Source: an optimization exercise on an open RTL-to-GDS flow (aim: small area, a short achievable clock period and few clock cycles). Production flows keep margins and buffers that such runs may drop. The RTL was checked by simulation tests, not by an equivalence proof against the original design. Power figures rest on the tool's default switching activity, not on a simulated workload.

[flow/run.sh]
#!/bin/bash
# synth_recipe.tcl (not shown) runs the flow's synth.tcl, then flattens the netlist and writes it again
# the make line also repeats each setting of config.mk as NAME=value (left out here)
make -C /OpenROAD-flow-scripts/flow DESIGN_CONFIG=/design/flow/config.mk WORK_HOME=/design/flow/orfs CLKGATE_MAP_FILE= SYNTH_SCRIPT=/design/flow/synth_recipe.tcl finish
[flow/constraint.sdc]
create_clock -name core_clock -period 13.0 [get_ports {clk}]
set_input_delay 2.6000 -clock core_clock [delete_from_list [all_inputs] [get_ports {clk}]]
set_output_delay 2.6000 -clock core_clock [all_outputs]
set_load 0.01 [all_outputs]
[flow/design.v]
module bilinear_scaler (
    input  wire        clk,
    input  wire        rst,
    input  wire        start,
    input  wire        ch4,
    input  wire [15:0] src_addr,
    input  wire [15:0] dst_addr,
    input  wire [11:0] old_w,
    input  wire [11:0] old_h,
    input  wire [11:0] new_w,
    input  wire [11:0] new_h,
    output reg         busy,
    output reg         done,
    output reg         error,
    output reg         mem_valid,
    output reg         mem_we,
    output reg  [15:0] mem_addr,
    output reg  [7:0]  mem_wdata,
    input  wire        mem_ready,
    input  wire [7:0]  mem_rdata
);
    reg        c4;
    reg [11:0] owm1, ohm1, nw, nh;
    reg [15:0] stride;           
    reg [23:0] den;              
    reg        fetching;         
    reg [12:0] rx, ry;           
    reg [15:0] pix;              
    reg [15:0] row;              
    reg [11:0] xc, yc;           
    reg [1:0]  k;                
    reg [1:0]  ti;               
    reg [1:0]  since;            
    reg        prev_triv;        
    reg [2:0]  inflight;         
    reg [15:0] dptr;
    reg        t_v;
    reg [7:0]  t_d;
    reg [11:0] t_w, t_wy;
    reg        t_hstart, t_endh, t_nstart, t_last, t_triv;
    reg [11:0] o_w, o_wy;
    reg        o_hstart, o_endh, o_nstart, o_last, o_triv;
    reg [19:0] hreg;
    reg        m_v, m_nstart, m_last, m_triv, m_den;
    reg [11:0] m_wy;
    reg [31:0] num;
    reg        b_v, b_triv;
    reg [23:0] dv_r;
    reg [7:0]  dv_l;
    reg [1:0]  dv_cnt;           
    reg        dv_busy;
    wire adv = !mem_valid || mem_ready;
    wire rd_ok = mem_valid && !mem_we;    
    wire        xnorm = (rx >= {1'b0, nw});
    wire        ynorm = (ry >= {1'b0, nh});
    wire        xi = (rx != 13'd0);
    wire        yi = (ry != 13'd0);
    wire        triv = !xi && !yi;
    wire [11:0] nrx = nw - rx[11:0];
    wire [11:0] nry = nh - ry[11:0];
    wire [2:0]  cn1 = c4 ? 3'd3 : 3'd2;       
    wire [15:0] cval = c4 ? 16'd4 : 16'd3;
    reg  [1:0]  ti_next;
    reg         tap_last;
    always @(*) begin
        case (ti)
            2'd0: begin ti_next = xi ? 2'd1 : 2'd2; tap_last = !xi && !yi; end
            2'd1: begin ti_next = 2'd2;             tap_last = !yi;        end
            2'd2: begin ti_next = 2'd3;             tap_last = !xi;        end
            default: begin ti_next = 2'd0;          tap_last = 1'b1;       end
        endcase
    end
    reg  [15:0] toff;
    always @(*) begin
        case (ti)
            2'd0: toff = 16'd0;
            2'd1: toff = cval;
            2'd2: toff = stride;
            default: toff = stride + cval;
        endcase
    end
    wire [15:0] rd_addr = pix + toff + {14'd0, k};
    wire [23:0] dv_r0 = b_v ? num[31:8] : dv_r;
    wire [7:0]  dv_l0 = b_v ? num[7:0]  : dv_l;
    wire [24:0] s1_t  = {dv_r0, dv_l0[7]};
    wire        s1_ge = (s1_t >= {1'b0, den});
    wire [23:0] s1_r  = s1_ge ? s1_t[23:0] - den : s1_t[23:0];
    wire [24:0] s2_t  = {s1_r, dv_l0[6]};
    wire        s2_ge = (s2_t >= {1'b0, den});
    wire [23:0] s2_r  = s2_ge ? s2_t[23:0] - den : s2_t[23:0];
    wire [7:0]  s2_l  = {dv_l0[5:0], s1_ge, s2_ge};
    wire dv_fin = (b_v && b_triv) || (dv_busy && dv_cnt == 2'd0);
    wire [7:0] dv_q = (b_v && b_triv) ? num[7:0] : s2_l;
    wire [12:0] rxa  = rx + {1'b0, owm1};
    wire [13:0] rxb  = {1'b0, rxa} - {2'b0, nw};
    wire [12:0] rya  = ry + {1'b0, ohm1};
    wire [13:0] ryb  = {1'b0, rya} - {2'b0, nh};
    wire can_tap   = fetching && !xnorm && !ynorm &&
                     (!tap_last || prev_triv || since == 2'd3);
    wire last_byte_of_pixel = ({1'b0, k} == cn1);
    always @(posedge clk) begin
        if (rst) begin
            busy      <= 1'b0;
            done      <= 1'b0;
            error     <= 1'b0;
            mem_valid <= 1'b0;
            mem_we    <= 1'b0;
            fetching  <= 1'b0;
            inflight  <= 3'd0;
            t_v       <= 1'b0;
            m_v       <= 1'b0;
            m_den     <= 1'b0;
            b_v       <= 1'b0;
            dv_busy   <= 1'b0;
        end else if (!busy) begin
            done      <= 1'b0;
            mem_valid <= 1'b0;
            if (start) begin
                c4     <= ch4;
                owm1   <= old_w - 12'd1;
                ohm1   <= old_h - 12'd1;
                nw     <= new_w;
                nh     <= new_h;
                stride <= ch4 ? {2'b0, old_w, 2'b0} : {4'b0, old_w} + {3'b0, old_w, 1'b0};
                hreg   <= {8'd0, new_w};
                m_wy   <= new_h;
                m_den  <= 1'b1;
                m_v    <= 1'b0;
                t_v    <= 1'b0;
                b_v    <= 1'b0;
                dv_busy <= 1'b0;
                pix    <= src_addr;
                row    <= src_addr;
                dptr   <= dst_addr;
                rx     <= 13'd0;
                ry     <= 13'd0;
                xc     <= new_w - 12'd1;
                yc     <= new_h - 12'd1;
                k      <= 2'd0;
                ti     <= 2'd0;
                since  <= 2'd3;
                prev_triv <= 1'b1;
                inflight  <= 3'd0;
                error  <= 1'b0;
                if (old_w == 12'd0 || old_h == 12'd0 ||
                    new_w == 12'd0 || new_h == 12'd0) begin
                    error <= 1'b1;
                    done  <= 1'b1;
                end else begin
                    busy     <= 1'b1;
                    fetching <= 1'b1;
                end
            end
        end else if (adv) begin
            t_v <= rd_ok;
            if (rd_ok) begin
                t_d      <= mem_rdata;
                t_w      <= o_w;
                t_wy     <= o_wy;
                t_hstart <= o_hstart;
                t_endh   <= o_endh;
                t_nstart <= o_nstart;
                t_last   <= o_last;
                t_triv   <= o_triv;
            end
            if (t_v)
                hreg <= (t_hstart ? 20'd0 : hreg) + t_d * t_w;
            m_v <= t_v && t_endh;
            m_den <= 1'b0;
            if (t_v && t_endh) begin
                m_wy     <= t_wy;
                m_nstart <= t_nstart;
                m_last   <= t_last;
                m_triv   <= t_triv;
            end
            if (m_den)
                den <= hreg[11:0] * m_wy;
            if (m_v)
                num <= (m_nstart ? 32'd0 : num) + hreg * m_wy;
            b_v <= m_v && m_last;
            if (m_v && m_last)
                b_triv <= m_triv;
            if (b_v && !b_triv) begin
                dv_busy <= 1'b1;
                dv_cnt  <= 2'd2;
            end else if (dv_busy) begin
                dv_cnt <= dv_cnt - 2'd1;
                if (dv_cnt == 2'd0)
                    dv_busy <= 1'b0;
            end
            dv_r <= s2_r;
            dv_l <= s2_l;
            if (since != 2'd3)
                since <= since + 2'd1;
            if (dv_fin) begin
                mem_valid <= 1'b1;
                mem_we    <= 1'b1;
                mem_addr  <= dptr;
                mem_wdata <= dv_q;
                dptr      <= dptr + 16'd1;
                inflight  <= inflight - 3'd1;
            end else if (can_tap) begin
                mem_valid <= 1'b1;
                mem_we    <= 1'b0;
                mem_addr  <= rd_addr;
                o_w       <= triv ? 12'd1 : (ti[0] ? rx[11:0] : nrx);
                o_wy      <= triv ? 12'd1 : (ti[1] ? ry[11:0] : nry);
                o_hstart  <= !ti[0];
                o_endh    <= !xi || ti[0];
                o_nstart  <= !ti[1];
                o_last    <= tap_last;
                o_triv    <= triv;
                ti        <= ti_next;
                if (tap_last) begin
                    since     <= 2'd0;
                    prev_triv <= triv;
                    inflight  <= inflight + 3'd1;
                    ti        <= 2'd0;
                    if (!last_byte_of_pixel) begin
                        k <= k + 2'd1;
                    end else begin
                        k <= 2'd0;
                        if (xc != 12'd0) begin
                            xc <= xc - 12'd1;
                            if (!rxb[13]) begin
                                rx  <= rxb[12:0];
                                pix <= pix + cval;
                            end else begin
                                rx  <= rxa;
                            end
                        end else if (yc != 12'd0) begin
                            yc <= yc - 12'd1;
                            xc <= nw - 12'd1;
                            rx <= 13'd0;
                            if (!ryb[13]) begin
                                ry  <= ryb[12:0];
                                row <= row + stride;
                                pix <= row + stride;
                            end else begin
                                ry  <= rya;
                                pix <= row;
                            end
                        end else begin
                            fetching <= 1'b0;
                        end
                    end
                end
            end else begin
                mem_valid <= 1'b0;
                mem_we    <= 1'b0;
                if (fetching && xnorm) begin
                    rx  <= rx - {1'b0, nw};
                    pix <= pix + cval;
                end else if (fetching && ynorm) begin
                    ry  <= ry - {1'b0, nh};
                    row <= row + stride;
                    pix <= row + stride;
                end
            end
            if (!fetching && inflight == 3'd0 && !dv_fin) begin
                busy      <= 1'b0;
                done      <= 1'b1;
                mem_valid <= 1'b0;
                mem_we    <= 1'b0;
            end
        end
    end
endmodule
[flow/config.mk]
export PLATFORM = sky130hd
export DESIGN_NAME = bilinear_scaler
export DESIGN_NICKNAME = bilinear_scaler
export VERILOG_FILES = /design/flow/design.v
export SDC_FILE = /design/flow/constraint.sdc
export NUM_CORES = 4
export LEC_CHECK = 0
export CAP_MARGIN = 20
export CORE_MARGIN = 2
export CORE_UTILIZATION = 40
export SLEW_MARGIN = 20
==> flow_metrics.env <==
export IMPL_status="finished clean"
export IMPL_finalSetupTns_ns=0
export IMPL_switching_share_pct=43.5
export IMPL_gp_congestion=0.878
export IMPL_fp_dieH_um=324
export IMPL_finClkSkew_ns=0.0422
export IMPL_r2r_start="b_v"
export IMPL_slowest_stage="o21ba_2"
export IMPL_detail_route_antenna_nets=0
export IMPL_grt_max_degree=67
export IMPL_fp_row_count=117
export IMPL_async_flop_share_pct=0
export IMPL_path_buf_inv=1
export IMPL_yosysSeqAreaShare_pct=28.8
export IMPL_crit_fanout=39
export IMPL_grt_met2_usage_pct=37.0
export IMPL_remaining_drc_errors=0
export IMPL_worstHoldStart="o_w[1]"
export IMPL_post_cts_setup_buffers=0
export IMPL_cts_hold_buf=0
export IMPL_netlist_area_um2=41000
export IMPL_vias=30500
export IMPL_grt_setup_unrepaired="no"
export IMPL_min_period_over_period_pct=54.3
export IMPL_drt_wl_total_mm=107
export IMPL_cts_root_buf="clkbuf_16"
export IMPL_met1_usage_pct=26.7
export IMPL_grt_usage_pct=20.7
export IMPL_path_clk_slew_ns=0.06
export IMPL_core_area_um2=102000
export IMPL_cts_buffers=50
export IMPL_cts_tree="done"
export IMPL_cts_sinks=398
export IMPL_post_cts_resized=0
export IMPL_synth_edff_count=384
export IMPL_grt_pass1_vias=31000
export IMPL_p_comb_share_pct=61.1
export IMPL_critPathCaptureType="flip-flop"
export IMPL_vias_per_cell=5.32
export IMPL_finalHoldViolCount=0
export IMPL_hpwlAfterDp_mm=83.8
export IMPL_ir_drop_uv=259
export IMPL_drt_iter0_drc=1821
export IMPL_die_area_um2=105000
export IMPL_relSlewSlack_pct=29.8
export IMPL_worstMarginPinSlew_ns=1.05
export IMPL_maxSlewViolCount=0
export IMPL_grt_pass1_wl_mm=171
export IMPL_firstDrtPassIters=6
export IMPL_max_freq_mhz=142
export IMPL_cpPeakStageDelay_ns=0.79
export IMPL_cap_violations=0
export IMPL_cp_required_ns=13.36
export IMPL_crit_chain="buf_4, mux2_2, ha_1, o21a_1, o31ai_1, a21oi_1, o21ai_0, a21oi_1, o21ba_2, mux2i_1, ha_1, nor2b_1, o31a_1, o311a_1, o21ai_2, o211ai_1, a31oi_1, o21ai_0, a211o_2, mux2_1"
export IMPL_postSynthAreaPerCell_um2=9.59
export IMPL_cp_startpoint="b_v"
export IMPL_synth_seq_cells=398
export IMPL_clk_path_buf_depth=3
export IMPL_ys_flop_type="edfxtp_1"
export IMPL_netSwitchingPower_w=0.00363
export IMPL_wl_per_cell_um=18.6
export IMPL_post_route_util_pct=44.4
export IMPL_grt_most_used_layer="met2"
export IMPL_clkPwrFrac_pct=16.9
export IMPL_syn_num_nets=5094
export IMPL_port_buffers=121
export IMPL_power_density_nw_per_um2=185
export IMPL_worstSetupPathType="flip-flop to flip-flop"
export IMPL_finalWorstSetupSlack_ns=5.95
export IMPL_ios=122
export IMPL_dieWidth_um=324
export IMPL_ys_types=79
export IMPL_dpl_cell_count=5633
export IMPL_fin_crit_ns=7.05
export IMPL_synth_cells=4273
export IMPL_fin_cells=5726
export IMPL_layout_drive_gt1_share_pct=5.28
export IMPL_hp_class="flip-flop to flip-flop"
export IMPL_antenna_found_initial=2
export IMPL_syn2layout_area_growth_pct=10.2
export IMPL_critPathTopFamily="compound AO/OA/AOI/OAI gates"
export IMPL_antennaDiodeCount=0
export IMPL_synth_warning_count=1
export IMPL_p_leak_nw=19.5
export IMPL_htreeDepth=2
export IMPL_seq_power_share_pct=22.0
export IMPL_fin_nets=5138
export IMPL_floorplan_initialDensity_pct=40.3
export IMPL_fill_cells=9916
export IMPL_use_met3_pct=2.08
export IMPL_finalSetupViolCount=0
export IMPL_grt_ovfl_total=0
export IMPL_cp_start_kind="flip-flop"
export IMPL_dp_slack_ns=5.82
export IMPL_clk_latency_ns=0.64
export IMPL_arrival_ns=7.41
export IMPL_timing_hold_ws_ns=0.417
export IMPL_internal_power_w=0.00472
## cell families (layout without fill, tap and decap cells)
logic type | Yosys count | count (layout) | share of synthesized area (%)
XOR/XNOR | 253 | 253 | 5.41
multiplexers | 161 | 161 | 4.23
flip-flops | 398 | 398 | 28.8
adder cells (fa/ha/maj) | 728 | 728 | 28.6
buffers and inverters | 736 | 821 | 6.85
AND/OR/NAND/NOR | 1251 | 1251 | 14.5
AO/OA/AOI/OAI | 746 | 746 | 11.6
## layout make-up
| type | instances | area, µm² | share of cell area (%) |
|---|---|---|---|
| Multi-Input combinational cell | 3139 | 26400 | 58.5 |
| Clock buffer | 61 | 1330 | 2.95 |
| Tap cell | 1368 | 1710 | 3.79 |
| Inverter | 588 | 2210 | 4.89 |
| Sequential cell | 398 | 11800 | 26.2 |
| Timing Repair Buffer | 140 | 1350 | 3.00 |
| Clock inverter | 32 | 320 | 0.709 |
## power groups by stage
stage	clock [W]	combinational [W]	sequential, W
finish	0.00141	0.00510	0.00184
global route	0.00149	0.00578	0.00184
CTS	0.00145	0.00511	0.00183
detailed placement	0	0.00506	0.00186
global placement	0	0.00503	0.00186
floorplan	0	0.00392	0.00180
## synth_stat cells (all sizes together) (5+ instances only)
| cell type | number | area [µm²] |
|---|---|---|
| dfxtp | 14 | 280 |
| o31a | 10 | 87.6 |
| nand2b | 63 | 394 |
| nor3 | 90 | 450 |
| o221ai | 5 | 43.8 |
| mux2i | 64 | 641 |
| nor4 | 26 | 163 |
| nand3 | 74 | 370 |
| xor2 | 86 | 753 |
| nor3b | 6 | 45.0 |
| o21a | 41 | 308 |
| o21ai | 155 | 780 |
| nor2b | 64 | 400 |
| o22ai | 20 | 125 |
| or2 | 12 | 75.1 |
| a21boi | 18 | 135 |
| a31oi | 22 | 138 |
| a21o | 67 | 503 |
| mux2 | 97 | 1090 |
| buf | 33 | 168 |
| and3 | 31 | 194 |
| xnor2 | 167 | 1460 |
| a222oi | 8 | 80.1 |
| or3 | 20 | 125 |
| nand3b | 6 | 45.0 |
| nand2 | 409 | 1540 |
| inv | 587 | 2200 |
| a2111oi | 5 | 50.0 |
| o211ai | 16 | 120 |
| a211oi | 34 | 260 |
| a211o | 13 | 114 |
| o21bai | 21 | 158 |
| a21oi | 228 | 1140 |
| a311oi | 5 | 43.8 |
| nand4 | 26 | 163 |
| a221oi | 7 | 61.3 |
| ha | 381 | 4770 |
| edfxtp | 384 | 11500 |
| o31ai | 24 | 180 |
| o41ai | 8 | 70.1 |
| and2 | 132 | 826 |
| nor2 | 282 | 1060 |
| fa | 347 | 6950 |
| clkbuf | 115 | 432 |
## per-stage QoR
step	cell area, µm²	total power, W
after detailed placement	43500	0.00692
after floorplan	41000	0.00571
after CTS	45100	0.00840
final	45200	0.00835
after global placement	43500	0.00689
after global routing	45200	0.00911
## path summary, 6_finish.rpt
check / to / slack [ns] / cells after the start
max: dv_r[10] / 5.95 / 20
min: t_w[1] / 0.42 / 0
max reg2reg: dv_r[10] / 5.95 / 20
min reg2reg: t_w[1] / 0.42 / 0
## worst reg2reg max path: stages, from the launching register on
cell and delay, ns:
dfxtp_1 0.34, buf_4 0.42, mux2_2 0.44, ha_1 0.39, o21a_1 0.16, o31ai_1 0.09
a21oi_1 0.34, o21ai_0 0.25, a21oi_1 0.25, o21ba_2 0.79, mux2i_1 0.44, ha_1 0.31
nor2b_1 0.15, o31a_1 0.28, o311a_1 0.41, o21ai_2 0.26, o211ai_1 0.16, a31oi_1 0.26
o21ai_0 0.13, a211o_2 0.55, mux2_1 0.40
## flip-flops by register name, summed over array words and instances, names as in the netlist, 13 cells and up
register and cells:
num 32, dv_r 24, rx 13, pix 16
stride 14, den 24, row 16, mem_addr 16
ry 13, dptr 16, hreg 20
## cell usage in the layout (no fill, tap or decap), types with 28 or more instances in the layout
master	instances
nand2b_1	62
nand3_1	74
o21ai_0	154
a21oi_1	226
mux2_2	94
inv_1	586
clkdlybuf4s50_1	121
a211oi_1	31
edfxtp_1	384
o21a_1	41
a21o_1	67
xor2_1	86
clkbuf_16	50
nor2_1	278
nand2_1	409
mux2i_1	64
and2_1	131
xnor2_1	167
and3_1	28
nor3_1	90
fa_1	347
nor2b_1	64
ha_1	381
## per-layer routing
layer  wire length, µm  share of wire, %  vias to the layer above
li1                  -                 -                    14600
met1             46000                43                    15000
met2             53300                50                      720
met3              4720               4.4                      134
met4              2480               2.3                        0
met5                 0                 0                        -
Testbench counts, summed over its fixed seeds: cycles 189,121.

==> re-timing with driven ports <==
How much do the figures lean on ideal ports? The routed layout below was timed once more, with nothing changed but the port constraints. Step 1 sets driving cells, clkbuf_16 on the clock port and buf_2 on the other inputs (assumed; they add their load-dependent delay and slew). Step 2, shift: input delay + t, output delay - t, t = (earliest + latest rising clock arrival at the registers) / 2. This alone moves slack from input paths to output paths. Slacks: no drivers / after step 1 / after step 2; pairs: no drivers / after step 1.
t (ns): 0.690
setup WS [ns]: 5.947 / 5.947 / 5.947
worst setup path at the end: register to register
After both steps setup and hold are still met in this run. The setup slack of this run moves by 0.000 ns with the drivers and by 0.000 ns with both steps.
